Background: an optimization exercise with open tools, aiming at small area, a short achievable clock period and few clock cycles per item. Do not read the settings as production practice. Only simulation tests tie the RTL to the original design; equivalence was not proved. Power figures rest on the tool's default switching activity, not on a simulated workload.

==> run a <==
==> flow/design.v <==
module agc4_alu (
    input  wire        clk,
    input  wire        rst,       
    input  wire        start,
    input  wire [2:0]  op,
    input  wire [15:0] a_in,      
    input  wire [15:0] k_in,      
    output wire        ready,
    output reg         done,
    output wire [15:0] res_a,
    output wire [15:0] res_lp,
    output reg  [1:0]  skip
);
    localparam OP_AD   = 3'd0;
    localparam OP_SU   = 3'd1;
    localparam OP_CS   = 3'd2;
    localparam OP_MASK = 3'd3;
    localparam OP_CCS  = 3'd4;
    localparam OP_MP   = 3'd5;
    localparam OP_DV   = 3'd6;
    localparam OP_TS   = 3'd7;
    reg         busy;       
    reg  [2:0]  cnt;        
    reg         md_dv;      
    reg         neg;        
    reg         inc;        
    reg  [15:0] h;          
    reg  [13:0] l;          
    reg  [13:0] d;          
    assign ready = !busy;
    wire [15:0] add_b = op[0] ? ~k_in : k_in;
    wire [16:0] add_s = {1'b0, a_in} + {1'b0, add_b};
    wire [15:0] abs_k16 = k_in[15] ? ~k_in : k_in;
    wire        k_zero  = (k_in == 16'o000000) || (k_in == 16'o177777);
    wire [15:0] ccs_r   = k_zero ? 16'd0 : abs_k16 - 16'd1;
    wire        a_ovf   = a_in[15] ^ a_in[14];
    wire [15:0] ts_r    = a_ovf ? (a_in[15] ? 16'o177776 : 16'o000001) : a_in;
    wire [13:0] abs_a   = a_in[15] ? ~a_in[13:0] : a_in[13:0];
    wire        inv1 = md_dv & ~h[15];
    wire        en1  = md_dv | l[0];
    wire [14:0] y1   = ({1'b0, d} & {15{en1}}) ^ {15{inv1}};
    wire [14:0] s1   = h[14:0] + y1 + {14'd0, inv1};
    wire        inv2 = md_dv & ~s1[14];
    wire        en2  = md_dv | l[1];
    wire [14:0] x2   = md_dv ? {s1[13:0], 1'b0} : {1'b0, s1[14:1]};
    wire [14:0] y2   = ({1'b0, d} & {15{en2}}) ^ {15{inv2}};
    wire [14:0] s2   = x2 + y2 + {14'd0, inv2};
    wire [13:0] l_rev = {l[0], l[1], l[2], l[3], l[4], l[5], l[6],
                         l[7], l[8], l[9], l[10], l[11], l[12], l[13]};
    wire [15:0] h_inc = h + {15'd0, inc};
    assign res_a  = (md_dv ? {2'b00, l_rev} : h_inc) ^ {16{neg}};
    assign res_lp = {2'b00, l} ^ {16{neg}};
    always @(posedge clk) begin
        if (rst) begin
            busy <= 1'b0;
            done <= 1'b0;
        end else if (busy) begin
            busy <= (cnt != 3'd0);
            done <= (cnt == 3'd0);
        end else begin
            busy <= start && (op == OP_MP || op == OP_DV);
            done <= start && !(op == OP_MP || op == OP_DV);
        end
    end
    always @(posedge clk) begin
        skip <= 2'd0;
        inc  <= 1'b0;
        if (busy) begin
            cnt <= cnt - 3'd1;
            if (md_dv) begin
                h <= {s2[14], s2[13:0], 1'b0};
                l <= {~s2[14], ~s1[14], l[13:2]};
            end else begin
                h <= {2'b00, s2[14:1]};
                l <= {s2[0], s1[0], l[13:2]};
            end
        end else begin
            cnt   <= 3'd6;
            md_dv <= (op == OP_DV);
            neg   <= (op == OP_MP || op == OP_DV) && (a_in[15] ^ k_in[15]);
            d     <= abs_k16[13:0];
            l     <= abs_a;
            case (op)
                OP_AD, OP_SU: begin
                    h   <= add_s[15:0];
                    inc <= add_s[16];
                end
                OP_CS:        h <= ~k_in;
                OP_MASK:      h <= a_in & k_in;
                OP_CCS: begin
                    h    <= ccs_r;
                    skip <= {k_in[15], k_zero};
                end
                OP_MP:        h <= 16'd0;
                OP_DV:        h <= {1'b0, abs_a, 1'b0};
                default: begin    
                    h    <= ts_r;
                    skip <= {1'b0, a_ovf};
                end
            endcase
        end
    end
endmodule
==> flow/run.sh <==
#!/bin/bash
# synth_recipe.tcl (not shown) runs the flow's synth.tcl, then flattens the netlist and writes it again
# the make line also repeats each setting of config.mk as NAME=value (left out here)
make -C /OpenROAD-flow-scripts/flow DESIGN_CONFIG=/design/flow/config.mk WORK_HOME=/design/flow/orfs CLKGATE_MAP_FILE= SYNTH_SCRIPT=/design/flow/synth_recipe.tcl finish
==> flow/config.mk <==
export PLATFORM = sky130hd
export DESIGN_NAME = agc4_alu
export DESIGN_NICKNAME = agc4_alu
export VERILOG_FILES = /design/flow/design.v
export SDC_FILE = /design/flow/constraint.sdc
export NUM_CORES = 4
export LEC_CHECK = 0
export ABC_CLOCK_PERIOD_IN_PS = 3700
export CAP_MARGIN = 20
export CORE_MARGIN = 2
export CORE_UTILIZATION = 40
export PLACE_DENSITY = 0.6
export SETUP_SLACK_MARGIN = 3.3
export SLEW_MARGIN = 20
==> flow/constraint.sdc <==
create_clock -name core_clock -period 7.0 [get_ports {clk}]
set_input_delay 1.4000 -clock core_clock [delete_from_list [all_inputs] [get_ports {clk}]]
set_output_delay 1.4000 -clock core_clock [all_outputs]
set_load 0.01 [all_outputs]
==> run b: changes against run a <==
--- a/flow/design.v
+++ b/flow/design.v
@@ -32,17 +32,19 @@
     wire [16:0] add_s = {1'b0, a_in} + {1'b0, add_b};
-    wire [15:0] abs_k16 = k_in[15] ? ~k_in : k_in;
+    wire [15:0] nabs_k  = k_in[15] ? k_in : ~k_in;               
     wire        k_zero  = (k_in == 16'o000000) || (k_in == 16'o177777);
-    wire [15:0] ccs_r   = k_zero ? 16'd0 : abs_k16 - 16'd1;
     wire        a_ovf   = a_in[15] ^ a_in[14];
-    wire [15:0] ts_r    = a_ovf ? (a_in[15] ? 16'o177776 : 16'o000001) : a_in;
+    wire [15:0] ts_r    = a_ovf ? 16'o000001 : a_in;
     wire [13:0] abs_a   = a_in[15] ? ~a_in[13:0] : a_in[13:0];
-    wire        inv1 = md_dv & ~h[15];
-    wire        en1  = md_dv | l[0];
-    wire [14:0] y1   = ({1'b0, d} & {15{en1}}) ^ {15{inv1}};
-    wire [14:0] s1   = h[14:0] + y1 + {14'd0, inv1};
-    wire        inv2 = md_dv & ~s1[14];
-    wire        en2  = md_dv | l[1];
-    wire [14:0] x2   = md_dv ? {s1[13:0], 1'b0} : {1'b0, s1[14:1]};
-    wire [14:0] y2   = ({1'b0, d} & {15{en2}}) ^ {15{inv2}};
-    wire [14:0] s2   = x2 + y2 + {14'd0, inv2};
+    wire        sr  = h[14];                                    
+    wire [14:0] dd  = sr ? {1'b0, d} : ~{1'b0, d};              
+    wire [14:0] t1  = {h[13:0], 1'b0} + dd + {14'd0, ~sr};
+    wire [14:0] ca  = {h[12:0], 2'b00} + dd + {14'd0, ~sr};
+    wire [15:0] x3  = md_dv ? {1'b0, h[12:0], 2'b00} : {2'b00, h[13:0]};
+    wire [15:0] y3  = md_dv ? {dd, ~sr} : {1'b0, d & {14{l[1]}}, 1'b0};
+    wire [15:0] z3  = md_dv ? {dd[14], dd} : {2'b00, d & {14{l[0]}}};
+    wire [15:0] cs_s = x3 ^ y3 ^ z3;
+    wire [15:0] cs_c = (x3 & y3) | (x3 & z3) | (y3 & z3);
+    wire [15:0] cb  = cs_s + {cs_c[14:0], md_dv & ~sr} + {15'd0, md_dv & ~sr};
+    wire        pick_b = (t1[14] == sr);
+    wire [14:0] s2  = pick_b ? cb[14:0] : ca;
     wire [13:0] l_rev = {l[0], l[1], l[2], l[3], l[4], l[5], l[6],
@@ -70,7 +72,7 @@
             if (md_dv) begin
-                h <= {s2[14], s2[13:0], 1'b0};
-                l <= {~s2[14], ~s1[14], l[13:2]};
+                h <= {1'b0, s2};
+                l <= {~s2[14], ~t1[14], l[13:2]};
             end else begin
-                h <= {2'b00, s2[14:1]};
-                l <= {s2[0], s1[0], l[13:2]};
+                h <= {2'b00, cb[15:2]};
+                l <= {cb[1:0], l[13:2]};
             end
@@ -79,4 +81,4 @@
             md_dv <= (op == OP_DV);
-            neg   <= (op == OP_MP || op == OP_DV) && (a_in[15] ^ k_in[15]);
-            d     <= abs_k16[13:0];
+            neg   <= 1'b0;
+            d     <= ~nabs_k[13:0];
             l     <= abs_a;
@@ -87,12 +89,24 @@
                 end
-                OP_CS:        h <= ~k_in;
+                OP_CS: begin
+                    h    <= k_in;
+                    neg  <= 1'b1;
+                end
                 OP_MASK:      h <= a_in & k_in;
                 OP_CCS: begin
-                    h    <= ccs_r;
+                    h    <= nabs_k;
+                    inc  <= !k_zero;
+                    neg  <= 1'b1;
                     skip <= {k_in[15], k_zero};
                 end
-                OP_MP:        h <= 16'd0;
-                OP_DV:        h <= {1'b0, abs_a, 1'b0};
+                OP_MP: begin
+                    h    <= 16'd0;
+                    neg  <= a_in[15] ^ k_in[15];
+                end
+                OP_DV: begin
+                    h    <= {2'b00, abs_a};
+                    neg  <= a_in[15] ^ k_in[15];
+                end
                 default: begin    
                     h    <= ts_r;
+                    neg  <= a_ovf & a_in[15];
                     skip <= {1'b0, a_ovf};
==> flow/flow/run.sh (new file) <==
#!/bin/bash
# Standard layout, with the input and output port buffers made as buf_1
# instead of the flow's default choice. Each tool's output goes to the
# ORFS logs; make's own output goes to standard.log.
set -euo pipefail
export BUFFER_PORTS_ARGS="-buffer_cell sky130_fd_sc_hd__buf_1"
bash standard.sh > standard.log 2>&1
==> flow/standard.sh (new file) <==
#!/bin/bash
# synth_recipe.tcl (not shown) runs the flow's synth.tcl, then flattens the netlist and writes it again
# the make line also repeats each setting of config.mk as NAME=value (left out here)
make -C /OpenROAD-flow-scripts/flow DESIGN_CONFIG=/design/flow/config.mk WORK_HOME=/design/flow/orfs CLKGATE_MAP_FILE= SYNTH_SCRIPT=/design/flow/synth_recipe.tcl "${@:-finish}"
ABC_CLOCK_PERIOD_IN_PS = unset   (was 3700)
SETUP_SLACK_MARGIN = 2.8   (was 3.3)
removed: flow/run.sh
==> run_results.csv <==
group,metric,value,unit
run_status,outcome,"finished clean",
timing,fin_crit_sh,0.576,
timing,holdWs,0.410,ns
global_route,grt_pass1_vias,6026,
worst_setup_path,cp_slowest_cell,"fa_1",
routing,num_vias,6551,
cells_and_area,multi_input_area,5470,sq um
routing,drt_first_pass_iters,5,
yosys,yosysUniqueCellTypes,68,
placement,pre_cts_ws,2.57,ns
pwr,seq_power,482,uW
yosys,synth.net_count,1014,
global_route,grt_pass1_wl,32400,um
pwr,peakVddDrop,0.118,mV
[end of results for run b]
==> run_results.csv <==
group,metric,value,unit
timing,fin_crit_sh,0.707,
timing,holdWs,0.420,ns
run_status,outcome,"finished clean",
global_route,grt_pass1_wl,34800,um
yosys,yosysUniqueCellTypes,69,
yosys,synth.net_count,983,
placement,pre_cts_ws,1.38,ns
routing,drt_first_pass_iters,6,
[end of results for run a]
Testbench counts of run a, summed over its fixed seeds: cycles 10,046, items 3,200.
Testbench counts of run b, summed over its fixed seeds: cycles 10,046, items 3,200.

separate check: timing with driven ports:
The flow's constraints put no driver on any port. The routed layouts listed below were extracted and timed again, unchanged, in two steps.
Step 1 (the two cells are an assumption about what drives the block):
set clk [get_ports {clk}]
set_driving_cell -lib_cell sky130_fd_sc_hd__clkbuf_16 $clk
set_driving_cell -lib_cell sky130_fd_sc_hd__buf_2 [delete_from_list [all_inputs] $clk]
Step 2 adds t to the input delays and takes it off the output delays; t is the mean of the earliest and latest rising clock arrival at the registers after step 1. Input paths then give back, and output paths get back, about the clock's delay inside the block.
Slacks: ideal ports / drivers / drivers and shift; pairs: ideal ports / drivers.
| run | t (ns) | setup slack, ns | hold slack, ns | slew at the worst register clock pin (ns) | pins driven straight from the clock port |
|---|---|---|---|---|---|
| run a | 0.343 | 2.054 / 2.054 / 2.054 | 0.420 / 0.420 / 0.420 | 0.08 / 0.08 | 1 |
| run b | 0.324 | 2.966 / 2.966 / 2.718 | 0.410 / 0.410 / 0.410 | 0.07 / 0.07 | 1 |
After both steps setup and hold are still met in every run listed. The setup slack of run b, which loses most, moves by 0.000 ns with the drivers and by -0.248 ns with both steps.
